This is an optimization exercise on Yosys and OpenROAD, whose aim is small area and a short achievable clock period, not a production implementation.
Function was checked by simulation only, so behaviour that the tests miss may differ from the original.
Power and IR drop assume default switching activity.

==> flow/flow/run.sh <==
#!/bin/bash
# Layout flow: the standard ORFS layout (standard.sh, unchanged synthesis and
# steps), with the repair_timing setup margin raised so that the optimiser keeps
# working on paths well inside the 15 ns clock. The SDC is the standard flow's, unchanged.
# make's full output goes to make.log here; ORFS's own step logs stay under orfs/logs.
set -euo pipefail
bash standard.sh SETUP_SLACK_MARGIN=8 finish > make.log 2>&1
==> flow/standard.sh <==
#!/bin/bash
# synth_recipe.tcl (not shown) runs the flow's synth.tcl, then flattens the netlist and writes it again
# the make line also repeats each setting of config.mk as NAME=value (left out here)
make -C /OpenROAD-flow-scripts/flow DESIGN_CONFIG=/design/flow/config.mk WORK_HOME=/design/flow/orfs CLKGATE_MAP_FILE= SYNTH_SCRIPT=/design/flow/synth_recipe.tcl "${@:-finish}"
==> flow/config.mk <==
export PLATFORM = sky130hd
export DESIGN_NAME = pipe_core
export DESIGN_NICKNAME = pipe_core
export VERILOG_FILES = /design/flow/design.v
export SDC_FILE = /design/flow/constraint.sdc
export NUM_CORES = 8
export LEC_CHECK = 0
export CAP_MARGIN = 20
export CORE_MARGIN = 2
export CORE_UTILIZATION = 40
export CTS_CLUSTER_DIAMETER = 60
export CTS_CLUSTER_SIZE = 20
export PLACE_DENSITY = 0.62
export SLEW_MARGIN = 20
==> flow/constraint.sdc <==
create_clock -name core_clock -period 15.0 [get_ports {clk}]
set_input_delay 3.0000 -clock core_clock [delete_from_list [all_inputs] [get_ports {clk}]]
set_output_delay 3.0000 -clock core_clock [all_outputs]
set_load 0.01 [all_outputs]
==> flow/design.v <==
module pipe_core (
    input             clk,
    input             rst,           
    input      [1:0]  policy,        
    output     [31:0] imem_addr,
    input      [55:0] imem_rdata,
    output            dmem_re,
    output            dmem_we,
    output            dmem_wide,     
    output     [31:0] dmem_addr,
    output     [31:0] dmem_wdata,
    input      [31:0] dmem_rdata,
    input      [4:0]  dbg_reg_sel,
    output     [31:0] dbg_reg_val,
    output            halted,
    output            done,
    output     [31:0] cycle_count,
    output     [31:0] hit_count,
    output     [31:0] miss_count
);
    localparam [3:0] C_ADDI = 4'd1, C_SUB = 4'd2, C_LDW = 4'd3, C_LDB = 4'd4,
                     C_STW = 4'd5, C_STB = 4'd6, C_BZ = 4'd7, C_BGE = 4'd8,
                     C_BNE = 4'd9, C_HALT = 4'd10;
    reg [31:0] pc_q;
    reg [9:0]  ghr_q;
    reg        halted_q;
    reg [31:0] cycle_q, hit_q, miss_q;
    reg        pw_v;
    reg [9:0]  pw_idx;
    reg [1:0]  pw_d;
    reg        f_v;
    reg [3:0]  f_c;
    reg        f_wr;                     
    reg [4:0]  f_rd, f_rs1, f_rs2;
    reg [31:0] f_imm;                    
    reg        f_pt;
    reg [9:0]  f_pidx;
    reg        f_pst0;                   
    reg        d_v;
    reg [3:0]  d_c;
    reg        d_wr;
    reg [4:0]  d_rd;
    reg [31:0] d_imm;
    reg        d_pt;
    reg [9:0]  d_pidx;
    reg        d_pst0;
    reg [31:0] d_v1, d_v2;
    reg        d_r1, d_r2;
    reg        q_eqm1, q_eqm2;           
    reg        q_eqe1, q_eqe2;           
    reg        q_mfok;                   
    reg        q_efok;                   
    reg        e_v;
    reg [3:0]  e_c;
    reg        e_wr;
    reg [4:0]  e_rd;
    reg [31:0] e_alu, e_sd;
    reg        m_wr, m_halt, m_nz;
    reg [4:0]  m_rd;
    reg [31:0] m_val;
    wire [1023:0] rf_flat;
    wire [2047:0] pht_flat;
    function [31:0] rf_read;
        input [1023:0] f;
        input [4:0]    a;
        integer i;
        begin
            rf_read = 32'd0;
            for (i = 1; i < 32; i = i + 1)
                rf_read = rf_read | (f[32*i +: 32] & {32{a == i}});
        end
    endfunction
    wire done_w = halted_q && !(f_v && f_c != 4'd0) && !(d_v && d_c != 4'd0)
                  && !(e_v && e_c != 4'd0) && !m_nz;
    wire n_halted = halted_q | m_halt;
    wire fm1 = !d_r1 && q_mfok && q_eqm1;
    wire fm2 = !d_r2 && q_mfok && q_eqm2;
    wire fe1 = !d_r1 && !fm1 && q_efok && q_eqe1;
    wire fe2 = !d_r2 && !fm2 && q_efok && q_eqe2;
    wire [31:0] v1 = fm1 ? m_val : fe1 ? e_alu : d_v1;
    wire [31:0] v2 = fm2 ? m_val : fe2 ? e_alu : d_v2;
    wire r1 = d_r1 | fm1 | fe1;
    wire r2 = d_r2 | fm2 | fe2;
    wire go   = !d_v || (r1 && r2);          
    wire x_ld = (d_c == C_LDW) || (d_c == C_LDB);
    wire xw   = d_v && d_wr;
    wire is_sub = (d_c == C_SUB);
    wire [31:0] alu = is_sub ? (v1 - v2) : (v1 + d_imm);
    wire br  = d_v && (d_c == C_BZ || d_c == C_BGE || d_c == C_BNE);
    reg  taken;
    always @* begin
        case (d_c)
            C_BZ:    taken = (v1 == 32'd0);
            C_BGE:   taken = ($signed(v1) >= $signed(v2));
            default: taken = (v1 != v2);
        endcase
    end
    wire resolve = go && br;
    wire pht_we = resolve && policy[1];
    wire [1:0] d_pst = {d_pt, d_pst0};
    wire [1:0] pht_wd = taken ? ((d_pst == 2'd3) ? 2'd3 : d_pst + 2'd1)
                              : ((d_pst == 2'd0) ? 2'd0 : d_pst - 2'd1);
    wire mis = resolve && (taken != d_pt);
    wire e_ld = (e_c == C_LDW) || (e_c == C_LDB);
    assign dmem_re    = e_v && e_ld;
    assign dmem_we    = e_v && (e_c == C_STW || e_c == C_STB);
    assign dmem_wide  = (e_c == C_LDW) || (e_c == C_STW);
    assign dmem_addr  = e_alu;
    assign dmem_wdata = e_sd;
    wire [31:0] mem_val = !e_ld ? e_alu : (e_c == C_LDW) ? dmem_rdata : {24'd0, dmem_rdata[7:0]};
    wire [31:0] rf1 = (m_wr && m_rd == f_rs1) ? m_val : rf_read(rf_flat, f_rs1);
    wire [31:0] rf2 = (m_wr && m_rd == f_rs2) ? m_val : rf_read(rf_flat, f_rs2);
    wire mw = e_v && e_wr;
    wire f1_x = f_rs1 == d_rd, f1_e = f_rs1 == e_rd;
    wire f2_x = f_rs2 == d_rd, f2_e = f_rs2 == e_rd;
    wire nr1 = f_rs1 == 5'd0 || !((xw && f1_x) || (mw && f1_e));
    wire nr2 = f_rs2 == 5'd0 || !((xw && f2_x) || (mw && f2_e));
    wire [7:0]  i_op  = imem_rdata[7:0];
    wire [31:0] i_imm = imem_rdata[55:24];
    wire [3:0]  i_c   = (i_op[7:4] != 4'd0 || i_op[3:0] > 4'd10) ? 4'd11 : i_op[3:0];
    wire i_br = (i_op == 8'd7) || (i_op == 8'd8) || (i_op == 8'd9);
    wire i_rw = (i_op == 8'd1) || (i_op == 8'd2) || (i_op == 8'd3) || (i_op == 8'd4);
    wire [9:0] p_idx = (policy == 2'd3) ? ghr_q : pc_q[12:3];
    wire [1:0] p_st  = (pht_we && d_pidx == p_idx) ? pht_wd :
                       (pw_v && pw_idx == p_idx)   ? pw_d   : pht_flat[2*p_idx +: 2];
    wire p_t = (policy == 2'd1) || (policy[1] && p_st[1]);
    wire f_free = !f_v || go;
    wire fetch = !n_halted && !mis && f_free;
    wire [31:0] pc8 = pc_q + 32'd8;
    always @(posedge clk) begin
        if (rst) begin
            pc_q     <= 32'd0;
            ghr_q    <= 10'd0;
            halted_q <= 1'b0;
            cycle_q  <= 32'd0;
            hit_q    <= 32'd0;
            miss_q   <= 32'd0;
            f_v      <= 1'b0;
            d_v      <= 1'b0;
            e_v      <= 1'b0;
            e_wr     <= 1'b0;
            q_mfok   <= 1'b0;
            q_efok   <= 1'b0;
            m_wr     <= 1'b0;
            m_halt   <= 1'b0;
            m_nz     <= 1'b0;
            pw_v     <= 1'b0;
        end else begin
            pw_v     <= pht_we;
            halted_q <= n_halted;
            if (!done_w)
                cycle_q <= cycle_q + 32'd1;
            if (resolve && !mis)
                hit_q <= hit_q + 32'd1;
            if (mis)
                miss_q <= miss_q + 32'd1;
            m_wr   <= mw;
            m_halt <= e_v && e_c == C_HALT;
            m_nz   <= e_v && e_c != 4'd0;
            e_v <= go && d_v;
            if (go)
                e_wr <= xw;
            q_mfok <= mw && !(go && xw && d_rd == e_rd);
            if (go) begin
                d_v    <= f_v && !mis;
                q_efok <= xw && !x_ld;
            end
            if (fetch) begin
                f_v <= 1'b1;
                pc_q <= (i_br && p_t) ? i_imm : pc8;
                if (i_br && policy == 2'd3)
                    ghr_q <= {ghr_q[8:0], p_st[1]};
            end else if (mis) begin
                f_v <= 1'b0;
                pc_q <= d_imm;
                if (policy == 2'd3)
                    ghr_q <= {d_pidx[8:0], taken};
            end else if (go) begin
                f_v <= 1'b0;
            end
        end
    end
    always @(posedge clk) begin
        m_rd  <= e_rd;
        m_val <= mem_val;
        pw_idx <= d_pidx;
        pw_d   <= pht_wd;
        if (go) begin
            e_c   <= d_c;
            e_rd  <= d_rd;
            e_alu <= alu;
            e_sd  <= v2;
        end
        if (go) begin
            d_c    <= f_c;
            d_wr   <= f_wr;
            d_rd   <= f_rd;
            d_imm  <= f_imm;
            d_pt   <= f_pt;
            d_pidx <= f_pidx;
            d_pst0 <= f_pst0;
            d_v1   <= rf1;
            d_v2   <= rf2;
            d_r1   <= nr1;
            d_r2   <= nr2;
            q_eqm1 <= f1_e;
            q_eqm2 <= f2_e;
            q_eqe1 <= f1_x;
            q_eqe2 <= f2_x;
        end else begin
            d_v1   <= v1;
            d_v2   <= v2;
            d_r1   <= r1;
            d_r2   <= r2;
            q_eqm1 <= q_eqe1;
            q_eqm2 <= q_eqe2;
        end
        if (f_free) begin
            f_c    <= i_c;
            f_wr   <= i_rw && imem_rdata[12:8] != 5'd0;
            f_rd   <= imem_rdata[12:8];
            f_rs1  <= imem_rdata[17:13];
            f_rs2  <= imem_rdata[22:18];
            f_imm  <= (i_br && p_t) ? pc8 : i_imm;
            f_pt   <= p_t;
            f_pidx <= p_idx;
            f_pst0 <= p_st[0];
        end
    end
    wire [31:0] rf_wd  = rst ? 32'd0 : m_val;
    wire [31:0] pa, pb;                  
    wire [63:0] pht_wrow;                
    assign rf_flat[31:0] = 32'd0;
    genvar g;
    generate
        for (g = 1; g < 32; g = g + 1) begin : gen_rf
            reg [31:0] r;
            always @(posedge clk)
                if (rst || (m_wr && m_rd == g))
                    r <= rf_wd;
            assign rf_flat[32*g +: 32] = r;
        end
        for (g = 0; g < 32; g = g + 1) begin : gen_pre
            assign pa[g] = rst || (pw_v && pw_idx[4:0] == g);
            assign pb[g] = rst || (pw_idx[9:5] == g);
            assign pht_wrow[2*g +: 2] = pw_d & {2{!rst && pw_idx[9:5] == g}};
        end
        for (g = 0; g < 1024; g = g + 1) begin : gen_pht
            reg [1:0] c;
            always @(posedge clk)
                if (pa[g % 32] && pb[g / 32])
                    c <= pht_wrow[2*(g / 32) +: 2];
            assign pht_flat[2*g +: 2] = c;
        end
    endgenerate
    assign imem_addr   = pc_q;
    reg [31:0] dbg_v;
    integer dk;
    always @* begin
        dbg_v = 32'd0;
        for (dk = 0; dk < 8; dk = dk + 1)
            dbg_v = dbg_v | (rf_flat[32*(4*dk + dbg_reg_sel[1:0]) +: 32] & {32{dbg_reg_sel[4:2] == dk}});
    end
    assign dbg_reg_val = dbg_v;
    assign halted      = halted_q;
    assign done        = done_w;
    assign cycle_count = cycle_q;
    assign hit_count   = hit_q;
    assign miss_count  = miss_q;
endmodule
==> results of run 1 <==
-- worst paths after layout --
kind | start | end | slack [ns]
min | f_imm[0] | d_imm[0] | 0.40
min reg2reg | f_imm[0] | d_imm[0] | 0.40
max | dbg_reg_sel[3] | dbg_reg_val[7] | 6.77
max reg2reg | q_mfok | miss_q[28] | 8.32
-- area by class of cell --
cell class | count | area, µm²
Timing Repair Buffer | 1045 | 12290
Fill cell | 34742 | 208700
Sequential cell | 3499 | 102400
Multi-Input combinational cell | 8055 | 54270
Clock buffer | 315 | 7636
Inverter | 87 | 416.7
Clock inverter | 209 | 2272
Antenna cell | 83 | 207.7
Tap cell | 5242 | 6559
Timing Repair inverter | 8 | 95.09
-- timing repair --
| item | CTS | global route |
|---|---|---|
| cloned | 82 | 27 |
| setup buffers | 91 | 82 |
| hold endpoints to repair | 0 | 0 |
| endpoints found under the setup margin | 99 | 109 |
| resized for setup | 471 | 185 |
| pin swaps | 61 | 73 |
-- layer usage --
metal	vias up	global-route usage, %
met3	3842	17.24
li1	49884	-
met5	-	0.7609
met1	63602	43.14
met4	53	22.51
met2	13572	47.49
-- synth_stat cells, drive strengths merged, types with 97 or more instances --
library cell / n / area share [%]
nor3: 112 / 0.37
nand4: 220 / 0.87
clkbuf: 787 / 1.9
a21oi: 325 / 1.0
mux4: 264 / 3.8
edfxtp: 3233 / 61
dfxtp: 266 / 3.4
a211oi: 149 / 0.71
xnor2: 113 / 0.63
a22o: 224 / 1.2
mux2i: 208 / 1.3
a311oi: 222 / 1.2
xor2: 97 / 0.54
nor2: 1617 / 3.9
nand2: 1421 / 3.4
nand3: 838 / 2.7
a22oi: 665 / 3.2
buf: 269 / 0.89
a221oi: 205 / 1.1
and3: 159 / 0.63
o21ai: 233 / 0.74
-- power by group through the flow --
stage	Combinational [mW]	Clock, mW	Sequential (mW)
2_1_floorplan	2.01	0	12.3
5_1_grt	4.07	8.50	12.7
3_3_place_gp	3.40	0	12.8
3_5_place_dp	3.43	0	12.8
6_report	3.98	8.17	12.7
4_1_cts	3.66	8.13	12.6
-- registers in the layout, indices dropped and copies added, names as in the netlist, 10 cells and up --
register	cells
pc_q	32
f_pidx	10
e_sd	32
gen_pht.c	2048
d_v2	32
miss_q	32
e_alu	32
hit_q	32
f_imm	32
ghr_q	10
m_val	32
d_pidx	10
gen_rf.r	992
d_v1	32
pw_idx	10
d_imm	32
cycle_q	32
-- cells by family after synthesis --
group,count (synthesis)
adder cells (fa/ha/maj),70
buffers and inverters,1143
XOR/XNOR,210
AND/OR/NAND/NOR,4640
AO/OA/AOI/OAI,2584
multiplexers,540
flip-flops,3499
==> report_table.html, run 1 <==
<table>
<tr><th>Metric</th><th>Value</th></tr>
<tr><th colspan="2">Yosys</th></tr>
<tr><td>Synth Area in XOR/XNOR</td><td>1.162%</td></tr>
<tr><td>Post-synthesis mux area share</td><td>5.577%</td></tr>
<tr><td>Synth Area in Adders</td><td>0.5612%</td></tr>
<tr><td>Fraction of the mapped netlist area in compound gates</td><td>12.10%</td></tr>
<tr><td>Synth Cell Area</td><td>158,300 µm²</td></tr>
<tr><td>Fraction of the yosys area taken by sequential cells</td><td>64.69%</td></tr>
<tr><td>Mapped Avg Cell Area</td><td>12.48 µm²</td></tr>
<tr><td>Post-synthesis net count</td><td>12,852</td></tr>
<tr><td>Register bit count reported by yosys</td><td>3,499</td></tr>
<tr><td>Largest family of logic cells by synthesized area</td><td>simple AND/OR/NAND/NOR gates</td></tr>
<tr><td>Syn. warnings</td><td>1</td></tr>
<tr><td>Dominant synthesized flop cell</td><td>sky130_fd_sc_hd__edfxtp_1</td></tr>
<tr><td>Fraction of synthesis flops using an asynchronous set or reset pin</td><td>0%</td></tr>
<tr><td>Count of mapped cells out of synthesis</td><td>12,686</td></tr>
<tr><td>Netlist cell types</td><td>109</td></tr>
<tr><td>Fraction of the mapped netlist area in simple logic gates</td><td>12.95%</td></tr>
<tr><td>Number of enable-type register cells in the synthesized netlist</td><td>3,233</td></tr>
<tr><th colspan="2">Drt</th></tr>
<tr><td>Vias</td><td>130,953</td></tr>
<tr><td>Vias per cell</td><td>7.062</td></tr>
<tr><td>Pre-Repair DR Iteration Count</td><td>14</td></tr>
<tr><td>Met1 wire length</td><td>242.2 mm</td></tr>
<tr><td>DRC violation count after routing</td><td>0</td></tr>
<tr><td>Highest metal used</td><td>met5</td></tr>
<tr><td>Routed wire length</td><td>727.6 mm</td></tr>
<tr><td>Post-DR wirelength/cell</td><td>39.24 µm</td></tr>
<tr><td>Total met2 wirelength after detailed routing</td><td>289.2 mm</td></tr>
<tr><td>Antenna viol nets, final</td><td>0</td></tr>
<tr><td>Detail Route met3 WL</td><td>132.2 mm</td></tr>
<tr><td>Initial DRC count</td><td>27,145</td></tr>
<tr><th colspan="2">Worst setup path</th></tr>
<tr><td>Critical-path maximum fanout</td><td>33</td></tr>
<tr><td>Crit path max-delay family</td><td>simple AND/OR/NAND/NOR gates</td></tr>
<tr><td>Master of the slowest instance on the critical path</td><td>sky130_fd_sc_hd__nand4_1</td></tr>
<tr><td>Crit Path Category</td><td>in -&gt; out</td></tr>
<tr><td>Cell chain of the critical path</td><td>buf_4 &gt; and3b_2 &gt; buf_12 &gt; a22oi_2 &gt; nand4_1 &gt; buf_2</td></tr>
<tr><td>Buffers plus inverters on the worst setup path</td><td>3</td></tr>
<tr><td>Path depth of the worst reg2reg path</td><td>19</td></tr>
<tr><td>Sort of element at the start of the critical path</td><td>input port</td></tr>
<tr><td>Type of destination of the critical path</td><td>output pin</td></tr>
<tr><td>Path length in cells of the critical path</td><td>6</td></tr>
<tr><td>CP peak stage delay</td><td>0.72 ns</td></tr>
<tr><td>Worst Path Arrival</td><td>5.23 ns</td></tr>
<tr><td>Crit path required time</td><td>12.00 ns</td></tr>
<tr><th colspan="2">Pwr</th></tr>
<tr><td>Clock share of power</td><td>32.9%</td></tr>
<tr><td>Relative contribution of combinational cells to total power</td><td>16.0%</td></tr>
<tr><td>Total leakage power</td><td>63.96 nW</td></tr>
<tr><td>Switch Pwr</td><td>7.685 mW</td></tr>
<tr><td>Internal portion of total power</td><td>17.19 mW</td></tr>
<tr><td>PD cells</td><td>133.6 nW/µm²</td></tr>
<tr><td>Switching portion of total power</td><td>30.89%</td></tr>
<tr><td>Maximum VDD drop</td><td>0.09188 mV</td></tr>
<tr><td>Sequential share of power</td><td>51.2%</td></tr>
<tr><td>Overall power</td><td>24.88 mW</td></tr>
<tr><th colspan="2">Job</th></tr>
<tr><td>Max cap viols</td><td>0</td></tr>
<tr><th colspan="2">Floorplanning</th></tr>
<tr><td>Die extent in x</td><td>633.1 µm</td></tr>
<tr><td>Floorplan die height</td><td>633.1 µm</td></tr>
<tr><td>Die area</td><td>400,800 µm²</td></tr>
<tr><td>Core Box Area</td><td>394,800 µm²</td></tr>
<tr><td>Initial core utilization</td><td>40.10%</td></tr>
<tr><td>Top-level I/O count</td><td>326</td></tr>
<tr><td>Number of core rows</td><td>231</td></tr>
<tr><th colspan="2">Timing</th></tr>
<tr><td>Max-slew violation count</td><td>0</td></tr>
<tr><td>Worst slew margin</td><td>8.280%</td></tr>
<tr><td>RSZ-0062 raised after global routing</td><td>yes</td></tr>
<tr><td>Final Hold Vio Count</td><td>0</td></tr>
<tr><td>Final setup vio count</td><td>0</td></tr>
<tr><td>Ratio of final minimum period to clock period</td><td>54.84%</td></tr>
<tr><td>WHS</td><td>0.3963 ns</td></tr>
<tr><td>Slew at the pin closest to its max-slew limit</td><td>1.376 ns</td></tr>
<tr><td>Clock period minus final worst setup slack</td><td>8.225 ns</td></tr>
<tr><td>Post-route worst setup slack</td><td>6.775 ns</td></tr>
<tr><td>Peak Freq</td><td>121.6 MHz</td></tr>
<tr><td>Worst Clk Skew</td><td>0.1101 ns</td></tr>
<tr><td>Accumulated negative setup slack</td><td>0 ns</td></tr>
<tr><th colspan="2">Place</th></tr>
<tr><td>Placement Cell Area</td><td>169,200 µm²</td></tr>
<tr><td>Total of buffers placed on input and output ports</td><td>324</td></tr>
<tr><td>Instance count after placement with tap cells included</td><td>17,648</td></tr>
<tr><td>Final weighted congestion of routability-driven global placement</td><td>0.9942</td></tr>
<tr><td>Worst setup slack before clock tree synthesis</td><td>3.933 ns</td></tr>
<tr><td>HPWL after DPL</td><td>391.6 mm</td></tr>
<tr><th colspan="2">CTS</th></tr>
<tr><td>Clock transition time at the flip-flop clock pins of the worst setup and hold paths</td><td>0.08 ns</td></tr>
<tr><td>Root buffer cell</td><td>sky130_fd_sc_hd__clkbuf_16</td></tr>
<tr><td>Number of buffers on the longest clock path</td><td>4</td></tr>
<tr><td>Worst-Skew Late Latency</td><td>0.98 ns</td></tr>
<tr><td>Number of hold buffers added after cts</td><td>0</td></tr>
<tr><td>Maximum level of the CTS H-tree</td><td>5</td></tr>
<tr><td>Total clock buffers created by CTS</td><td>292</td></tr>
<tr><td>Clock tree from TritonCTS</td><td>yes</td></tr>
<tr><td>Clock sink count</td><td>3,499</td></tr>
<tr><th colspan="2">Final layout</th></tr>
<tr><td>Layout Area Growth over Synthesis</td><td>17.59%</td></tr>
<tr><td>Area of all placed cells without fillers</td><td>186,200 µm²</td></tr>
<tr><td>Share of layout cells above drive strength 1</td><td>15.88%</td></tr>
<tr><td>Number of nets in the layout</td><td>13,154</td></tr>
<tr><td>Commonest cells after routing, fill and taps aside</td><td>sky130_fd_sc_hd__edfxtp_1, sky130_fd_sc_hd__nor2_1, sky130_fd_sc_hd__nand2_1</td></tr>
<tr><td>Commonest non-fill, non-tap cell in the layout</td><td>sky130_fd_sc_hd__edfxtp_1</td></tr>
<tr><td>Post-layout utilization of the core</td><td>47.15%</td></tr>
<tr><td>Non-filler instance count after layout</td><td>18,543</td></tr>
<tr><th colspan="2">Min path</th></tr>
<tr><td>Worst hold path cell count</td><td>0</td></tr>
<tr><td>Min-Delay Path Class</td><td>reg -&gt; reg</td></tr>
<tr><th colspan="2">Global route</th></tr>
<tr><td>Total routing usage reported by global routing</td><td>34.75%</td></tr>
<tr><td>Number of global-route vias before repair</td><td>118,842</td></tr>
<tr><td>Final global-route overflow total</td><td>0</td></tr>
<tr><td>Number of antenna violations at the first check in global routing</td><td>83</td></tr>
<tr><td>Pin count of the biggest net entering global routing</td><td>144</td></tr>
<tr><td>First-pass GRT wire length</td><td>972.2 mm</td></tr>
<tr><th colspan="2">Status</th></tr>
<tr><td>Run status</td><td>complete, no violations</td></tr>
</table>
==> inputs of run 2 (changes only) <==
--- a/flow/config.mk
+++ b/flow/config.mk
@@ -7,7 +7,7 @@
 export LEC_CHECK = 0
 export CAP_MARGIN = 20
 export CORE_MARGIN = 2
-export CORE_UTILIZATION = 40
+export CORE_UTILIZATION = 50
 export CTS_CLUSTER_DIAMETER = 60
 export CTS_CLUSTER_SIZE = 20
 export PLACE_DENSITY = 0.62
==> run 2 against run 1 <==
  * Still clean on timing, DRC and antenna
  * Register-to-register slack better by 0.21 ns
  * Die area down 20%
  * Combinational power up 1%
  * Setup slack better by 0.097 ns
  * Non-clock buffer count up 63
  * Sequential cell count unchanged
  * Synthesized cell count unchanged
  * First-iteration DRC count up 0.41%
  * Critical path depth up 1
  * Fmax up 1.2%
  * Clock power about the same
  * Core utilization up 12 points
  * Critical endpoint is now dbg_reg_val[1]
  * Highest routed layer unchanged
==> report_table.html, run 2 <==
<table>
<tr><th>Metric</th><th>Value</th></tr>
<tr><th colspan="2">Status</th></tr>
<tr><td>Run status</td><td>complete, no violations</td></tr>
<tr><th colspan="2">Yosys</th></tr>
<tr><td>Portion of synthesized cell area occupied by the leading cell type</td><td>61.33%</td></tr>
<tr><td>Synth Cell Area</td><td>158,300 µm²</td></tr>
<tr><td>Mapped Avg Cell Area</td><td>12.48 µm²</td></tr>
<tr><td>Netlist cell types</td><td>109</td></tr>
<tr><td>Number of enable-type register cells in the synthesized netlist</td><td>3,233</td></tr>
<tr><td>Register bit count reported by yosys</td><td>3,499</td></tr>
<tr><td>Dominant synthesized flop cell</td><td>sky130_fd_sc_hd__edfxtp_1</td></tr>
<tr><td>Most frequent cell after synthesis</td><td>sky130_fd_sc_hd__edfxtp_1</td></tr>
<tr><td>Syn. warnings</td><td>1</td></tr>
<tr><td>Fraction of synthesis flops using an asynchronous set or reset pin</td><td>0%</td></tr>
<tr><td>Post-synthesis net count</td><td>12,852</td></tr>
<tr><td>Area leader, netlist</td><td>sky130_fd_sc_hd__edfxtp_1</td></tr>
<tr><td>Fraction of the yosys area taken by sequential cells</td><td>64.69%</td></tr>
<tr><td>Count of mapped cells out of synthesis</td><td>12,686</td></tr>
<tr><td>Top area cells in the synthesized netlist</td><td>sky130_fd_sc_hd__edfxtp_1, sky130_fd_sc_hd__nor2_1, sky130_fd_sc_hd__mux4_2</td></tr>
<tr><td>Top cells by count, synth</td><td>sky130_fd_sc_hd__edfxtp_1, sky130_fd_sc_hd__nor2_1, sky130_fd_sc_hd__nand2_1, sky130_fd_sc_hd__nand3_1, sky130_fd_sc_hd__clkbuf_1</td></tr>
<tr><th colspan="2">Timing</th></tr>
<tr><td>Worst Clk Skew</td><td>0.09151 ns</td></tr>
<tr><td>Final Hold Vio Count</td><td>0</td></tr>
<tr><td>Ratio of final minimum period to clock period</td><td>54.19%</td></tr>
<tr><td>Slew at the pin closest to its max-slew limit</td><td>1.411 ns</td></tr>
<tr><td>Accumulated negative setup slack</td><td>0 ns</td></tr>
<tr><td>Worst slew margin</td><td>5.953%</td></tr>
<tr><td>Clock period minus final worst setup slack</td><td>8.129 ns</td></tr>
<tr><td>Final setup vio count</td><td>0</td></tr>
<tr><td>RSZ-0062 raised after global routing</td><td>yes</td></tr>
<tr><td>Peak Freq</td><td>123.0 MHz</td></tr>
<tr><td>WHS</td><td>0.4157 ns</td></tr>
<tr><td>Max-slew violation count</td><td>0</td></tr>
<tr><th colspan="2">Global route</th></tr>
<tr><td>Final global-route overflow total</td><td>0</td></tr>
<tr><td>First-pass GRT wire length</td><td>979.8 mm</td></tr>
<tr><td>Pin count of the biggest net entering global routing</td><td>114</td></tr>
<tr><td>Number of global-route vias before repair</td><td>120,298</td></tr>
<tr><td>Total routing usage reported by global routing</td><td>43.84%</td></tr>
<tr><td>Number of antenna violations at the first check in global routing</td><td>65</td></tr>
<tr><th colspan="2">Place</th></tr>
<tr><td>Final weighted congestion of routability-driven global placement</td><td>1.007</td></tr>
<tr><td>Total of buffers placed on input and output ports</td><td>324</td></tr>
<tr><td>Instance count after placement with tap cells included</td><td>16,565</td></tr>
<tr><td>HPWL after DPL</td><td>392.3 mm</td></tr>
<tr><th colspan="2">Worst setup path</th></tr>
<tr><td>Path depth of the worst reg2reg path</td><td>17</td></tr>
<tr><td>Critical R2R Launch</td><td>d_r1</td></tr>
<tr><td>Worst Path Arrival</td><td>5.13 ns</td></tr>
<tr><td>Crit path required time</td><td>12.00 ns</td></tr>
<tr><td>Type of destination of the critical path</td><td>output pin</td></tr>
<tr><td>Crit Path Category</td><td>in -&gt; out</td></tr>
<tr><td>Register-to-Register Setup Slack</td><td>8.53 ns</td></tr>
<tr><td>Endpoint of the lowest-slack register-to-register path</td><td>miss_q[24]</td></tr>
<tr><td>Sort of element at the start of the critical path</td><td>input port</td></tr>
<tr><td>Critical-path maximum fanout</td><td>14</td></tr>
<tr><th colspan="2">CTS</th></tr>
<tr><td>Number of buffers on the longest clock path</td><td>4</td></tr>
<tr><td>Total clock buffers created by CTS</td><td>289</td></tr>
<tr><td>Worst-Skew Late Latency</td><td>1.00 ns</td></tr>
<tr><td>Clock transition time at the flip-flop clock pins of the worst setup and hold paths</td><td>0.07 ns</td></tr>
<tr><td>Clock sink count</td><td>3,499</td></tr>
<tr><td>Maximum level of the CTS H-tree</td><td>5</td></tr>
<tr><td>Clock tree from TritonCTS</td><td>yes</td></tr>
<tr><td>Root buffer cell</td><td>sky130_fd_sc_hd__clkbuf_16</td></tr>
<tr><th colspan="2">Drt</th></tr>
<tr><td>Routed wire length</td><td>734.4 mm</td></tr>
<tr><td>Pre-Repair DR Iteration Count</td><td>17</td></tr>
<tr><td>Antenna viol nets, final</td><td>0</td></tr>
<tr><td>Initial DRC count</td><td>27,255</td></tr>
<tr><td>DRC violation count after routing</td><td>0</td></tr>
<tr><td>Post-DR wirelength/cell</td><td>41.98 µm</td></tr>
<tr><td>Vias per cell</td><td>7.472</td></tr>
<tr><td>Vias</td><td>130,726</td></tr>
<tr><th colspan="2">Job</th></tr>
<tr><td>Max cap viols</td><td>0</td></tr>
<tr><th colspan="2">Final layout</th></tr>
<tr><td>Commonest non-fill, non-tap cell in the layout</td><td>sky130_fd_sc_hd__edfxtp_1</td></tr>
<tr><td>Commonest cells after routing, fill and taps aside</td><td>sky130_fd_sc_hd__edfxtp_1, sky130_fd_sc_hd__nor2_1, sky130_fd_sc_hd__nand2_1</td></tr>
<tr><td>Non-filler instance count after layout</td><td>17,495</td></tr>
<tr><td>Post-layout utilization of the core</td><td>58.81%</td></tr>
<tr><td>Number of flip-flops under the largest register name</td><td>2,048</td></tr>
<tr><td>Biggest register</td><td>gen_pht.c</td></tr>
<tr><td>Share of layout cells above drive strength 1</td><td>15.64%</td></tr>
<tr><td>Number of nets in the layout</td><td>13,209</td></tr>
<tr><td>Top Registers</td><td>gen_pht.c: 2048 flops, gen_rf.r: 992 flops</td></tr>
<tr><td>Layout Area Growth over Synthesis</td><td>17.00%</td></tr>
<tr><th colspan="2">Pwr</th></tr>
<tr><td>PD cells</td><td>134.4 nW/µm²</td></tr>
<tr><td>Overall power</td><td>24.89 mW</td></tr>
<tr><td>Maximum VDD drop</td><td>0.1091 mV</td></tr>
<tr><td>Total leakage power</td><td>64.22 nW</td></tr>
<tr><th colspan="2">Floorplanning</th></tr>
<tr><td>Number of core rows</td><td>206</td></tr>
<tr><td>Initial core utilization</td><td>50.26%</td></tr>
<tr><td>Floorplan die height</td><td>566.7 µm</td></tr>
<tr><td>Die area</td><td>321,100 µm²</td></tr>
<tr><td>Core Box Area</td><td>315,000 µm²</td></tr>
<tr><td>Die extent in x</td><td>566.7 µm</td></tr>
<tr><td>Top-level I/O count</td><td>326</td></tr>
<tr><th colspan="2">Min path</th></tr>
<tr><td>Source of the worst hold timing path</td><td>f_imm[25]</td></tr>
<tr><td>Min-Delay Path Class</td><td>reg -&gt; reg</td></tr>
<tr><td>Worst Hold End</td><td>d_imm[25]</td></tr>
<tr><td>Worst hold path cell count</td><td>0</td></tr>
</table>
run 2: cell counts after synthesis:
Identical to the previous run, type by type.
run 2: kinds of logic after synthesis:
kind of cell	share of synthesized area, %
XOR/XNOR	1.162
AO/OA/AOI/OAI	12.10
AND/OR/NAND/NOR	12.95
flip-flops	64.69
buffers and inverters	2.964
adder cells (fa/ha/maj)	0.5612
multiplexers	5.577
run 2: metrics by stage:
step	worst slack [ns]	instance area (µm²)
3_3_place_gp	4.495	167600
5_1_grt	6.934	185100
4_1_cts	7.112	182400
2_1_floorplan	7.716	158700
3_5_place_dp	4.396	167800
6_report	6.871	185200
run 2: layout make-up:
| cell class | count | area (µm²) |
|---|---|---|
| clock inverter | 190 | 2247 |
| inverter | 87 | 429.2 |
| timing repair inverter | 10 | 143.9 |
| clock buffer | 326 | 7657 |
| antenna | 67 | 167.7 |
| sequential | 3499 | 102400 |
| tap | 4160 | 5205 |
| fill | 24988 | 129700 |
| multi-input combinational | 8048 | 54040 |
| timing repair buffer | 1108 | 12920 |
run 2: worst max path at each step:
stage | endpoint | slack, ns | startpoint
finish | dbg_reg_val[1] | 6.87 | dbg_reg_sel[1]
global placement | f_imm[2] | 4.49 | policy[1]
floorplan | dbg_reg_val[31] | 7.72 | dbg_reg_sel[0]
CTS | dbg_reg_val[1] | 7.11 | dbg_reg_sel[0]
global route | dbg_reg_val[7] | 6.93 | dbg_reg_sel[1]
detailed placement | pc_q[24] | 4.40 | policy[1]
run 2: timing repair:
item,CTS,global route
pin swaps,62,56
cloned,82,19
gates resized for setup,491,164
hold buffers,0,0
setup endpoints to repair,99,120
buffers inserted,93,149
run 2: where the power goes:
part	leakage (nW)	internal [mW]	switching, mW	total, mW
Sequential	34.3	11.7	0.959	12.7
Clock	4.81	4.11	4.06	8.17
Combinational	25.1	1.41	2.62	4.03
Total	64.2	17.3	7.63	24.9
run 2: routing by layer:
metal	GRT usage, %	vias up	wire length, µm	share of wire (%)
met3	17.11	3809	118200	16
met4	32.55	46	72370	9.9
met2	62.38	13046	304100	41
met1	53.99	63923	239300	33
met5	0.4909	-	473	0.064
li1	-	49902	-	-
run 2: critical path, cell delays in order:
cell                      delay [ns]
sky130_fd_sc_hd__buf_16         0.15
sky130_fd_sc_hd__buf_4          0.20
sky130_fd_sc_hd__buf_16         0.18
sky130_fd_sc_hd__mux4_2         0.31
sky130_fd_sc_hd__a22oi_1        0.16
sky130_fd_sc_hd__nand4_1        0.69
sky130_fd_sc_hd__buf_2          0.40
==> inputs of run 3 (changes only) <==
==> flow/flow/run.sh (replaced) <==
#!/bin/bash
# Layout flow: the standard ORFS layout (standard.sh: unchanged synthesis and
# steps; the standard flow's SDC unchanged), with
#  - the repair_timing setup margin raised, so the optimiser keeps working on
#    paths well inside the 15 ns clock;
#  - one extra step between global and detailed routing (flow/eco.tcl): the gates
#    that drive the dbg_reg_val output buffers are sized up and those buffers made
#    plain buffers (the dbg_reg_sel -> dbg_reg_val path is the critical one), then
#    placement is legalised and global routing updated incrementally.
# Each tool's full output goes to a log here: make_grt.log, eco.log, make_finish.log
# (ORFS's own step logs stay under orfs/logs).
set -euo pipefail
bash standard.sh SETUP_SLACK_MARGIN=8 grt > make_grt.log 2>&1
openroad -no_init -exit flow/eco.tcl > eco.log 2>&1
bash standard.sh SETUP_SLACK_MARGIN=8 finish > make_finish.log 2>&1
==> flow/flow/eco.tcl (new file) <==
# ECO on the global-routed layout, between ORFS's grt and route steps.
set R orfs/results/sky130hd/pipe_core/base
set P $::env(FLOW_HOME)/platforms/sky130hd
read_liberty $P/lib/sky130_fd_sc_hd__tt_025C_1v80.lib
read_db $R/5_1_grt.odb
read_sdc $R/5_1_grt.sdc
source $P/setRC.tcl
set_global_routing_layer_adjustment met1-met5 0.2
set_routing_layers -clock met3-met5
set_routing_layers -signal met1-met5
set_propagated_clock [all_clocks]
estimate_parasitics -global_routing
set ws0 [worst_slack -max]
puts "ECO: worst setup slack before $ws0"

# the next larger drive of a cell (x1 -> x4, else x2), or ""
proc bigger {m} {
  if {![regexp {^(sky130_fd_sc_hd__\w+?)_(\d+)$} $m -> base drv]} { return "" }
  foreach d {4 2} {
    if {$d > $drv && [[ord::get_db] findMaster "${base}_$d"] ne "NULL"} { return "${base}_$d" }
  }
  return ""
}

global_route -start_incremental
set block [ord::get_db_block]
foreach port [get_ports {dbg_reg_val[*]}] {
  set net [$block findNet [get_full_name $port]]
  set buf ""
  foreach it [$net getITerms] { if {[$it isOutputSignal]} { set buf [$it getInst] } }
  if {$buf eq ""} continue
  set in ""
  foreach it [$buf getITerms] { if {[$it isInputSignal]} { set in [$it getNet] } }
  set drv ""
  if {$in ne ""} { foreach it [$in getITerms] { if {[$it isOutputSignal]} { set drv [$it getInst] } } }
  if {$drv ne "" && ![string match "*df*" [[$drv getMaster] getName]]} {
    set n [bigger [[$drv getMaster] getName]]
    if {$n ne ""} { puts "ECO: [$drv getName] [[$drv getMaster] getName] -> $n"; replace_cell [$drv getName] $n }
  }
  set m [[$buf getMaster] getName]
  if {![regexp {__buf_(4|6|8|12|16)$} $m]} { puts "ECO: [$buf getName] $m -> buf_4"; replace_cell [$buf getName] sky130_fd_sc_hd__buf_4 }
}
detailed_placement
global_route -end_incremental
estimate_parasitics -global_routing
set ws1 [worst_slack -max]
puts "ECO: worst setup slack after $ws1"
check_placement
if {$ws1 > $ws0} {
  write_db $R/5_1_grt.odb
  puts "ECO: written"
} else {
  puts "ECO: no gain, layout left as it was"
}
==> run 3 against run 2 <==
  * Sequential share of layout area is 0.16 points lower
  * Core utilization is 0.17 points higher
  * Sequential cell count stayed put
  * Clock-buffer cell count stayed put
  * Area after synthesis stayed put
  * First-iteration DRC count is 6.4% higher
==> report_table.html, run 3 <==
<table>
<tr><th>Metric</th><th>Value</th></tr>
<tr><th colspan="2">Status</th></tr>
<tr><td>Run status</td><td>complete, no violations</td></tr>
<tr><th colspan="2">Timing</th></tr>
<tr><td>Slew at the pin closest to its max-slew limit</td><td>1.385 ns</td></tr>
<tr><td>Peak Freq</td><td>126.6 MHz</td></tr>
<tr><td>Clock period minus final worst setup slack</td><td>7.900 ns</td></tr>
<tr><td>Max-slew violation count</td><td>0</td></tr>
<tr><td>RSZ-0062 raised after global routing</td><td>yes</td></tr>
<tr><td>Worst slew margin</td><td>7.635%</td></tr>
<tr><td>Post-route worst setup slack</td><td>7.100 ns</td></tr>
<tr><td>Worst Clk Skew</td><td>0.08630 ns</td></tr>
<tr><td>Final Hold Vio Count</td><td>0</td></tr>
<tr><td>Ratio of final minimum period to clock period</td><td>52.67%</td></tr>
<tr><td>Accumulated negative setup slack</td><td>0 ns</td></tr>
<tr><td>Final setup vio count</td><td>0</td></tr>
<tr><td>WHS</td><td>0.4143 ns</td></tr>
<tr><th colspan="2">Yosys</th></tr>
<tr><td>Top area cells in the synthesized netlist</td><td>sky130_fd_sc_hd__edfxtp_1, sky130_fd_sc_hd__nor2_1, sky130_fd_sc_hd__mux4_2</td></tr>
<tr><td>Register bit count reported by yosys</td><td>3,499</td></tr>
<tr><td>Top cells by count, synth</td><td>sky130_fd_sc_hd__edfxtp_1, sky130_fd_sc_hd__nor2_1, sky130_fd_sc_hd__nand2_1, sky130_fd_sc_hd__nand3_1, sky130_fd_sc_hd__clkbuf_1</td></tr>
<tr><td>Count of mapped cells out of synthesis</td><td>12,686</td></tr>
<tr><td>Most frequent cell after synthesis</td><td>sky130_fd_sc_hd__edfxtp_1</td></tr>
<tr><td>Number of enable-type register cells in the synthesized netlist</td><td>3,233</td></tr>
<tr><td>Fraction of the yosys area taken by sequential cells</td><td>64.69%</td></tr>
<tr><td>Dominant synthesized flop cell</td><td>sky130_fd_sc_hd__edfxtp_1</td></tr>
<tr><td>Post-synthesis net count</td><td>12,852</td></tr>
<tr><td>Syn. warnings</td><td>1</td></tr>
<tr><td>Netlist cell types</td><td>109</td></tr>
<tr><td>Mapped Avg Cell Area</td><td>12.48 µm²</td></tr>
<tr><td>Portion of synthesized cell area occupied by the leading cell type</td><td>61.33%</td></tr>
<tr><td>Fraction of synthesis flops using an asynchronous set or reset pin</td><td>0%</td></tr>
<tr><td>Area leader, netlist</td><td>sky130_fd_sc_hd__edfxtp_1</td></tr>
<tr><td>Synth Cell Area</td><td>158,300 µm²</td></tr>
<tr><th colspan="2">Drt</th></tr>
<tr><td>Vias</td><td>130,492</td></tr>
<tr><td>Antenna viol nets, final</td><td>0</td></tr>
<tr><td>DRC violation count after routing</td><td>0</td></tr>
<tr><td>Post-DR wirelength/cell</td><td>41.99 µm</td></tr>
<tr><td>Vias per cell</td><td>7.462</td></tr>
<tr><td>Pre-Repair DR Iteration Count</td><td>17</td></tr>
<tr><td>Routed wire length</td><td>734.3 mm</td></tr>
<tr><td>Initial DRC count</td><td>28,987</td></tr>
<tr><th colspan="2">Place</th></tr>
<tr><td>HPWL after DPL</td><td>392.3 mm</td></tr>
<tr><td>Total of buffers placed on input and output ports</td><td>324</td></tr>
<tr><td>Instance count after placement with tap cells included</td><td>16,565</td></tr>
<tr><td>Worst setup slack before clock tree synthesis</td><td>4.396 ns</td></tr>
<tr><td>Placement Cell Area</td><td>167,800 µm²</td></tr>
<tr><td>Final weighted congestion of routability-driven global placement</td><td>1.007</td></tr>
<tr><th colspan="2">Job</th></tr>
<tr><td>Max cap viols</td><td>0</td></tr>
<tr><th colspan="2">Global route</th></tr>
<tr><td>Total routing usage reported by global routing</td><td>43.84%</td></tr>
<tr><td>Number of antenna violations at the first check in global routing</td><td>65</td></tr>
<tr><td>First-pass GRT wire length</td><td>979.8 mm</td></tr>
<tr><td>Met3 Usage GRT</td><td>17.11%</td></tr>
<tr><td>Met2 usage in global routing</td><td>62.38%</td></tr>
<tr><td>Most Crowded Layer GR</td><td>met2</td></tr>
<tr><td>Pin count of the biggest net entering global routing</td><td>114</td></tr>
<tr><td>Met1 Resource Use GR</td><td>53.99%</td></tr>
<tr><td>Number of global-route vias before repair</td><td>120,298</td></tr>
<tr><td>Final global-route overflow total</td><td>0</td></tr>
<tr><th colspan="2">Floorplanning</th></tr>
<tr><td>Initial core utilization</td><td>50.26%</td></tr>
<tr><td>Top-level I/O count</td><td>326</td></tr>
<tr><td>Core Box Area</td><td>315,000 µm²</td></tr>
<tr><td>Floorplan die height</td><td>566.7 µm</td></tr>
<tr><td>Die area</td><td>321,100 µm²</td></tr>
<tr><td>Die extent in x</td><td>566.7 µm</td></tr>
<tr><td>Number of core rows</td><td>206</td></tr>
<tr><th colspan="2">CTS</th></tr>
<tr><td>Number of hold buffers added after cts</td><td>0</td></tr>
<tr><td>Clock tree from TritonCTS</td><td>yes</td></tr>
<tr><td>Clock sink count</td><td>3,499</td></tr>
<tr><td>Total clock buffers created by CTS</td><td>289</td></tr>
<tr><td>Clock transition time at the flip-flop clock pins of the worst setup and hold paths</td><td>0.07 ns</td></tr>
<tr><td>Worst-Skew Late Latency</td><td>0.99 ns</td></tr>
<tr><td>Maximum level of the CTS H-tree</td><td>5</td></tr>
<tr><td>Number of buffers on the longest clock path</td><td>4</td></tr>
<tr><td>Root buffer cell</td><td>sky130_fd_sc_hd__clkbuf_16</td></tr>
<tr><th colspan="2">Worst setup path</th></tr>
<tr><td>Sort of element at the start of the critical path</td><td>input port</td></tr>
<tr><td>Type of destination of the critical path</td><td>output pin</td></tr>
<tr><td>Worst Path Arrival</td><td>4.90 ns</td></tr>
<tr><td>Path depth of the worst reg2reg path</td><td>17</td></tr>
<tr><td>Crit Path Category</td><td>in -&gt; out</td></tr>
<tr><td>Critical-path maximum fanout</td><td>8</td></tr>
<tr><td>Crit path required time</td><td>12.00 ns</td></tr>
<tr><th colspan="2">Min path</th></tr>
<tr><td>Min-Delay Path Class</td><td>reg -&gt; reg</td></tr>
<tr><td>Worst hold path cell count</td><td>0</td></tr>
<tr><th colspan="2">Final layout</th></tr>
<tr><td>Post-layout utilization of the core</td><td>58.97%</td></tr>
<tr><td>Layout Area Growth over Synthesis</td><td>17.34%</td></tr>
<tr><td>Fillcell total</td><td>24,931</td></tr>
<tr><td>Number of flip-flops under the largest register name</td><td>2,048</td></tr>
<tr><td>Number of nets in the layout</td><td>13,209</td></tr>
<tr><td>Area of all placed cells without fillers</td><td>185,700 µm²</td></tr>
<tr><td>Biggest register</td><td>gen_pht.c</td></tr>
<tr><td>Commonest cells after routing, fill and taps aside</td><td>sky130_fd_sc_hd__edfxtp_1, sky130_fd_sc_hd__nor2_1, sky130_fd_sc_hd__nand2_1</td></tr>
<tr><td>Footprint of the multi-input gates</td><td>54,520 µm²</td></tr>
<tr><td>Share of layout cells above drive strength 1</td><td>15.90%</td></tr>
<tr><td>Sequential cell area</td><td>102,400 µm²</td></tr>
<tr><td>Non-filler instance count after layout</td><td>17,487</td></tr>
<tr><td>Top Registers</td><td>gen_pht.c: 2048 flops, gen_rf.r: 992 flops</td></tr>
<tr><td>Commonest non-fill, non-tap cell in the layout</td><td>sky130_fd_sc_hd__edfxtp_1</td></tr>
<tr><th colspan="2">Pwr</th></tr>
<tr><td>Overall power</td><td>24.93 mW</td></tr>
<tr><td>Maximum VDD drop</td><td>0.1091 mV</td></tr>
<tr><td>Total leakage power</td><td>64.33 nW</td></tr>
<tr><td>PD cells</td><td>134.2 nW/µm²</td></tr>
</table>
run 3: cell counts after synthesis:
No cell type changed its count.
run 3: repair_timing:
item	CTS	global route
pin swaps	62	56
gates resized for setup	491	164
cloned	82	19
buffers inserted	93	149
setup endpoints to repair	99	120
run 3: logic make-up after synthesis:
group	count (synthesis)	share of synthesized area, %
AND/OR/NAND/NOR	4640	12.95
flip-flops	3499	64.69
AO/OA/AOI/OAI	2584	12.10
buffers and inverters	1143	2.964
multiplexers	540	5.577
XOR/XNOR	210	1.162
adder cells (fa/ha/maj)	70	0.5612
run 3: power breakdown:
| part | switching, mW | leakage, nW | internal (mW) |
|---|---|---|---|
| combinational | 2.63 | 25.2 | 1.44 |
| sequential | 0.961 | 34.3 | 11.7 |
| clock | 4.05 | 4.81 | 4.11 |
| total | 7.64 | 64.3 | 17.3 |
run 3: critical path: stages:
cell and delay [ns]:
sky130_fd_sc_hd__bufbuf_16 0.33, sky130_fd_sc_hd__bufbuf_16 0.32, sky130_fd_sc_hd__mux4_2 0.51, sky130_fd_sc_hd__a22oi_1 0.32
sky130_fd_sc_hd__nand4_4 0.20, sky130_fd_sc_hd__buf_4 0.20
run 3: metal layers:
metal	up-vias	share of wire [%]
li1	49920	-
met1	63511	33
met2	13175	42
met3	3848	16
met4	38	9.8
met5	-	0.042
run 3: final timing paths:
kind / startpoint / end / slack, ns
max: dbg_reg_sel[0] / dbg_reg_val[24] / 7.10
max reg2reg: d_r1 / miss_q[24] / 8.48
min: f_imm[25] / d_imm[25] / 0.41
min reg2reg: f_imm[25] / d_imm[25] / 0.41
run 3: final cells by class:
class	instances	share of cell area, %
clock inverters	190	1.210
flip-flops and latches	3499	55.13
multi-input cells	8048	29.35
diodes	59	0.07949
clock buffers	326	4.122
well taps	4160	2.802
repair inverters	10	0.07746
repair buffers	1108	6.992
inverters	87	0.2310
==> inputs of run 4 (changes only) <==
==> flow/flow/run.sh (replaced) <==
#!/bin/bash
# Layout flow: the standard ORFS layout (standard.sh: unchanged synthesis and
# steps; the standard flow's SDC unchanged), with
#  - the repair_timing setup margin raised, so the optimiser keeps working on
#    paths well inside the 15 ns clock;
#  - clock tree synthesis without dummy loads (same sink clustering as config.mk);
#  - one extra step between global and detailed routing (flow/eco.tcl): the gates
#    that drive the dbg_reg_val output buffers are sized up and those buffers made
#    plain buffers (the dbg_reg_sel -> dbg_reg_val path is the critical one), then
#    placement is legalised and global routing updated incrementally.
# Each tool's full output goes to a log here: make_grt.log, eco.log, make_finish.log
# (ORFS's own step logs stay under orfs/logs).
set -euo pipefail
CTS="CTS_ARGS=-sink_clustering_enable -repair_clock_nets -sink_clustering_size 20 -sink_clustering_max_diameter 60 -dont_use_dummy_load"
bash standard.sh SETUP_SLACK_MARGIN=8 "$CTS" grt > make_grt.log 2>&1
openroad -no_init -exit flow/eco.tcl > eco.log 2>&1
bash standard.sh SETUP_SLACK_MARGIN=8 "$CTS" finish > make_finish.log 2>&1
==> run 4 against run 3 <==
  * Still clean
  * Largest power group unchanged
  * Final area is 1.6% lower
  * Die area is the same
  * Routed wire length barely moved
==> report_table.html, run 4 <==
<table>
<tr><th>Metric</th><th>Value</th></tr>
<tr><th colspan="2">Job</th></tr>
<tr><td>Max cap viols</td><td>0</td></tr>
<tr><th colspan="2">Final layout</th></tr>
<tr><td>Share of layout cells above drive strength 1</td><td>14.49%</td></tr>
<tr><td>Fillcell total</td><td>25,175</td></tr>
<tr><td>Area of all placed cells without fillers</td><td>182,800 µm²</td></tr>
<tr><td>Layout Area Growth over Synthesis</td><td>15.49%</td></tr>
<tr><td>Biggest register</td><td>gen_pht.c</td></tr>
<tr><td>Number of nets in the layout</td><td>13,170</td></tr>
<tr><td>Commonest non-fill, non-tap cell in the layout</td><td>sky130_fd_sc_hd__edfxtp_1</td></tr>
<tr><td>Number of flip-flops under the largest register name</td><td>2,048</td></tr>
<tr><td>Commonest cells after routing, fill and taps aside</td><td>sky130_fd_sc_hd__edfxtp_1, sky130_fd_sc_hd__nor2_1, sky130_fd_sc_hd__nand2_1</td></tr>
<tr><td>Top Registers</td><td>gen_pht.c: 2048 flops, gen_rf.r: 992 flops</td></tr>
<tr><th colspan="2">CTS</th></tr>
<tr><td>Number of hold buffers added after cts</td><td>0</td></tr>
<tr><td>Clock transition time at the flip-flop clock pins of the worst setup and hold paths</td><td>0.06 ns</td></tr>
<tr><td>Clock sink count</td><td>3,499</td></tr>
<tr><td>Maximum level of the CTS H-tree</td><td>5</td></tr>
<tr><td>Clock tree from TritonCTS</td><td>yes</td></tr>
<tr><td>Root buffer cell</td><td>sky130_fd_sc_hd__clkbuf_16</td></tr>
<tr><td>Total clock buffers created by CTS</td><td>289</td></tr>
<tr><td>Number of buffers on the longest clock path</td><td>4</td></tr>
<tr><td>Worst-Skew Late Latency</td><td>0.99 ns</td></tr>
<tr><th colspan="2">Place</th></tr>
<tr><td>Total of buffers placed on input and output ports</td><td>324</td></tr>
<tr><td>HPWL after DPL</td><td>392.3 mm</td></tr>
<tr><td>Final weighted congestion of routability-driven global placement</td><td>1.007</td></tr>
<tr><td>Placement Cell Area</td><td>167,800 µm²</td></tr>
<tr><th colspan="2">Worst setup path</th></tr>
<tr><td>Critical R2R Launch</td><td>d_r1</td></tr>
<tr><td>Sort of element at the start of the critical path</td><td>input port</td></tr>
<tr><td>Register-to-Register Setup Slack</td><td>8.48 ns</td></tr>
<tr><td>Crit path required time</td><td>12.00 ns</td></tr>
<tr><td>Cell chain of the critical path</td><td>buf_16 &gt; buf_16 &gt; buf_6 &gt; buf_6 &gt; buf_6 &gt; buf_4 &gt; mux2_2 &gt; a22oi_2 &gt; nor2_1 &gt; a21oi_1 &gt; nand4_4 &gt; buf_4</td></tr>
<tr><td>Critical-path maximum fanout</td><td>8</td></tr>
<tr><td>Crit path to</td><td>dbg_reg_val[25]</td></tr>
<tr><td>Endpoint of the lowest-slack register-to-register path</td><td>miss_q[24]</td></tr>
<tr><td>Path depth of the worst reg2reg path</td><td>17</td></tr>
<tr><td>CP peak stage delay</td><td>0.34 ns</td></tr>
<tr><td>Buffers plus inverters on the worst setup path</td><td>7</td></tr>
<tr><td>Crit Path Category</td><td>in -&gt; out</td></tr>
<tr><td>Crit path max-delay family</td><td>buffers and inverters</td></tr>
<tr><td>Path length in cells of the critical path</td><td>12</td></tr>
<tr><td>Most common cell on crit path</td><td>sky130_fd_sc_hd__buf_6</td></tr>
<tr><td>Worst Path Arrival</td><td>4.97 ns</td></tr>
<tr><td>Type of destination of the critical path</td><td>output pin</td></tr>
<tr><td>Master of the slowest instance on the critical path</td><td>sky130_fd_sc_hd__mux2_2</td></tr>
<tr><td>CP startpoint</td><td>dbg_reg_sel[1]</td></tr>
<tr><th colspan="2">Global route</th></tr>
<tr><td>Total routing usage reported by global routing</td><td>43.72%</td></tr>
<tr><td>Number of global-route vias before repair</td><td>119,879</td></tr>
<tr><td>First-pass GRT wire length</td><td>976.6 mm</td></tr>
<tr><td>Final global-route overflow total</td><td>0</td></tr>
<tr><td>Pin count of the biggest net entering global routing</td><td>114</td></tr>
<tr><td>Number of antenna violations at the first check in global routing</td><td>72</td></tr>
<tr><th colspan="2">Pwr</th></tr>
<tr><td>Switch Pwr</td><td>6.993 mW</td></tr>
<tr><td>Total leakage power</td><td>62.91 nW</td></tr>
<tr><td>Internal portion of total power</td><td>16.58 mW</td></tr>
<tr><td>PD cells</td><td>128.9 nW/µm²</td></tr>
<tr><td>Maximum VDD drop</td><td>0.09625 mV</td></tr>
<tr><td>Sequential share of power</td><td>53.9%</td></tr>
<tr><td>Switching portion of total power</td><td>29.67%</td></tr>
<tr><td>Clock share of power</td><td>28.8%</td></tr>
<tr><td>Relative contribution of combinational cells to total power</td><td>17.3%</td></tr>
<tr><th colspan="2">Drt</th></tr>
<tr><td>Vias per cell</td><td>7.555</td></tr>
<tr><td>Routed wire length</td><td>735.0 mm</td></tr>
<tr><td>Post-DR wirelength/cell</td><td>42.65 µm</td></tr>
<tr><td>Initial DRC count</td><td>28,716</td></tr>
<tr><td>Vias</td><td>130,175</td></tr>
<tr><td>Pre-Repair DR Iteration Count</td><td>17</td></tr>
<tr><td>DRC violation count after routing</td><td>0</td></tr>
<tr><td>Antenna viol nets, final</td><td>0</td></tr>
<tr><th colspan="2">Status</th></tr>
<tr><td>Run status</td><td>complete, no violations</td></tr>
<tr><th colspan="2">Floorplanning</th></tr>
<tr><td>Top-level I/O count</td><td>326</td></tr>
<tr><td>Die area</td><td>321,100 µm²</td></tr>
<tr><td>Core Box Area</td><td>315,000 µm²</td></tr>
<tr><td>Floorplan die height</td><td>566.7 µm</td></tr>
<tr><td>Initial core utilization</td><td>50.26%</td></tr>
<tr><td>Die extent in x</td><td>566.7 µm</td></tr>
<tr><td>Number of core rows</td><td>206</td></tr>
<tr><th colspan="2">Timing</th></tr>
<tr><td>Clock period minus final worst setup slack</td><td>7.970 ns</td></tr>
<tr><td>Worst Clk Skew</td><td>0.1416 ns</td></tr>
<tr><td>Max-slew violation count</td><td>0</td></tr>
<tr><td>Ratio of final minimum period to clock period</td><td>53.13%</td></tr>
<tr><td>Final setup vio count</td><td>0</td></tr>
<tr><td>Final Hold Vio Count</td><td>0</td></tr>
<tr><td>Worst slew margin</td><td>5.026%</td></tr>
<tr><td>Accumulated negative setup slack</td><td>0 ns</td></tr>
<tr><td>RSZ-0062 raised after global routing</td><td>yes</td></tr>
<tr><td>Peak Freq</td><td>125.5 MHz</td></tr>
<tr><td>Slew at the pin closest to its max-slew limit</td><td>1.425 ns</td></tr>
<tr><th colspan="2">Yosys</th></tr>
<tr><td>Syn. warnings</td><td>1</td></tr>
<tr><td>Count of mapped cells out of synthesis</td><td>12,686</td></tr>
<tr><td>Dominant synthesized flop cell</td><td>sky130_fd_sc_hd__edfxtp_1</td></tr>
<tr><td>Top area cells in the synthesized netlist</td><td>sky130_fd_sc_hd__edfxtp_1, sky130_fd_sc_hd__nor2_1, sky130_fd_sc_hd__mux4_2</td></tr>
<tr><td>Top cells by count, synth</td><td>sky130_fd_sc_hd__edfxtp_1, sky130_fd_sc_hd__nor2_1, sky130_fd_sc_hd__nand2_1, sky130_fd_sc_hd__nand3_1, sky130_fd_sc_hd__clkbuf_1</td></tr>
<tr><td>Portion of synthesized cell area occupied by the leading cell type</td><td>61.33%</td></tr>
<tr><td>Register bit count reported by yosys</td><td>3,499</td></tr>
<tr><td>Mapped Avg Cell Area</td><td>12.48 µm²</td></tr>
<tr><td>Most frequent cell after synthesis</td><td>sky130_fd_sc_hd__edfxtp_1</td></tr>
<tr><td>Fraction of synthesis flops using an asynchronous set or reset pin</td><td>0%</td></tr>
<tr><td>Fraction of the yosys area taken by sequential cells</td><td>64.69%</td></tr>
<tr><td>Area leader, netlist</td><td>sky130_fd_sc_hd__edfxtp_1</td></tr>
<tr><td>Post-synthesis net count</td><td>12,852</td></tr>
<tr><td>Number of enable-type register cells in the synthesized netlist</td><td>3,233</td></tr>
<tr><td>Netlist cell types</td><td>109</td></tr>
<tr><td>Synth Cell Area</td><td>158,300 µm²</td></tr>
<tr><th colspan="2">Min path</th></tr>
<tr><td>Min-Delay Path Class</td><td>reg -&gt; reg</td></tr>
</table>
## run 4: timing repair
| item | CTS | global route |
|---|---|---|
| endpoints found under the setup margin | 99 | 123 |
| pin swaps | 62 | 54 |
| endpoints found under the hold margin | 0 | 0 |
| gates resized for setup | 488 | 170 |
| cloned | 75 | 32 |
| setup buffers | 94 | 103 |
## run 4: cell families after synthesis
group / after synthesis / share of synthesized area [%]
xor gates and xnor gates: 210 / 1.162
adders and majority gates: 70 / 0.5612
buffers and inverters: 1143 / 2.964
and+or+nand+nor: 4640 / 12.95
muxes: 540 / 5.577
AOI/OAI and AO/OA: 2584 / 12.10
DFF: 3499 / 64.69
## run 4: per-stage QoR
stage          instances  util, %  hold slack, ns  worst slack [ns]  power (mW)
2_1_floorplan      12686        -          0.3690             7.716       14.35
3_3_place_gp       16558    53.23          0.4009             4.495       16.25
3_5_place_dp       16565    53.29          0.4045             4.396       16.30
4_1_cts            17023    57.00          0.4009             7.100       23.09
5_1_grt            17176    57.83          0.4130             6.901       23.88
6_report           17231    58.05          0.3927             7.030       23.57
## run 4: layout make-up
type                            count  area, µm²  share of cell area [%]
Sequential cell                  3499     102400                   56.01
Multi-Input combinational cell   8049      54500                   29.81
Timing Repair Buffer             1068      12750                   6.975
Clock buffer                      289       7232                   3.955
Tap cell                         4160       5205                   2.847
Inverter                           87      426.7                  0.2334
Antenna cell                       69      172.7                 0.09444
Timing Repair inverter             10      140.1                 0.07665
## run 4: metal layers
| layer | track usage, % | vias to the layer above | part of all wire (%) | wire [µm] |
|---|---|---|---|---|
| li1 | - | 49555 | - | - |
| met2 | 62.24 | 13368 | 41 | 304100 |
| met5 | 0.5652 | - | 0.064 | 467 |
| met3 | 17.24 | 3858 | 16 | 121100 |
| met4 | 32.26 | 35 | 9.8 | 71690 |
| met1 | 53.76 | 63359 | 32 | 237600 |
## run 4: worst min path at each step
stage | startpoint | end | slack (ns) | cells past startpoint
final | f_imm[18] | d_imm[18] | 0.39 | 0
after global routing | f_imm[18] | d_imm[18] | 0.41 | 0
after CTS | f_imm[18] | d_imm[18] | 0.40 | 0
after detailed placement | f_pidx[3] | d_pidx[3] | 0.40 | 0
after global placement | f_pidx[4] | d_pidx[4] | 0.40 | 0
after floorplan | d_pidx[9] | pw_idx[9] | 0.37 | 0
## run 4: power groups by stage
stage               registers, mW  logic, mW  clock network [mW]
global placement             12.8       3.43                   0
detailed placement           12.8       3.48                   0
floorplan                    12.3       2.01                   0
global route                 12.7       4.11                7.06
finish                       12.7       4.07                6.79
CTS                          12.6       3.72                6.75

static timing again, ports no longer ideal:
In the flow no input, the clock included, has a driving cell. The finished layouts below were timed again as built, in two steps. Step 1 (the two cells are an assumption about what drives the block):
set clk [get_ports {clk}]
set_driving_cell -lib_cell sky130_fd_sc_hd__clkbuf_16 $clk
set_driving_cell -lib_cell sky130_fd_sc_hd__buf_2 [delete_from_list [all_inputs] $clk]
Step 2 moves the port delays by t, midway between the first and last clock arrival at a register: inputs arrive t later, outputs are due t later. That takes back most of the time a late clock gives input paths. a / b / c = ideal ports / drivers / drivers and shift; a / b = the first two.
run	t (ns)	setup slack, ns	hold slack, ns	cell pins on the clock port's net
run 1	1.045	6.775 / 6.511 / 6.511	0.396 / 0.396 / 0.396	1
run 2	1.068	6.871 / 6.424 / 6.424	0.416 / 0.416 / 0.416	1
run 3	1.069	7.100 / 6.704 / 6.704	0.414 / 0.414 / 0.414	1
run 4	1.041	7.030 / 6.699 / 6.699	0.393 / 0.393 / 0.393	1
After both steps every run listed still meets setup and hold. For run 2, which loses most, drivers alone change the setup slack by -0.447 ns; drivers and shift together by -0.447 ns.
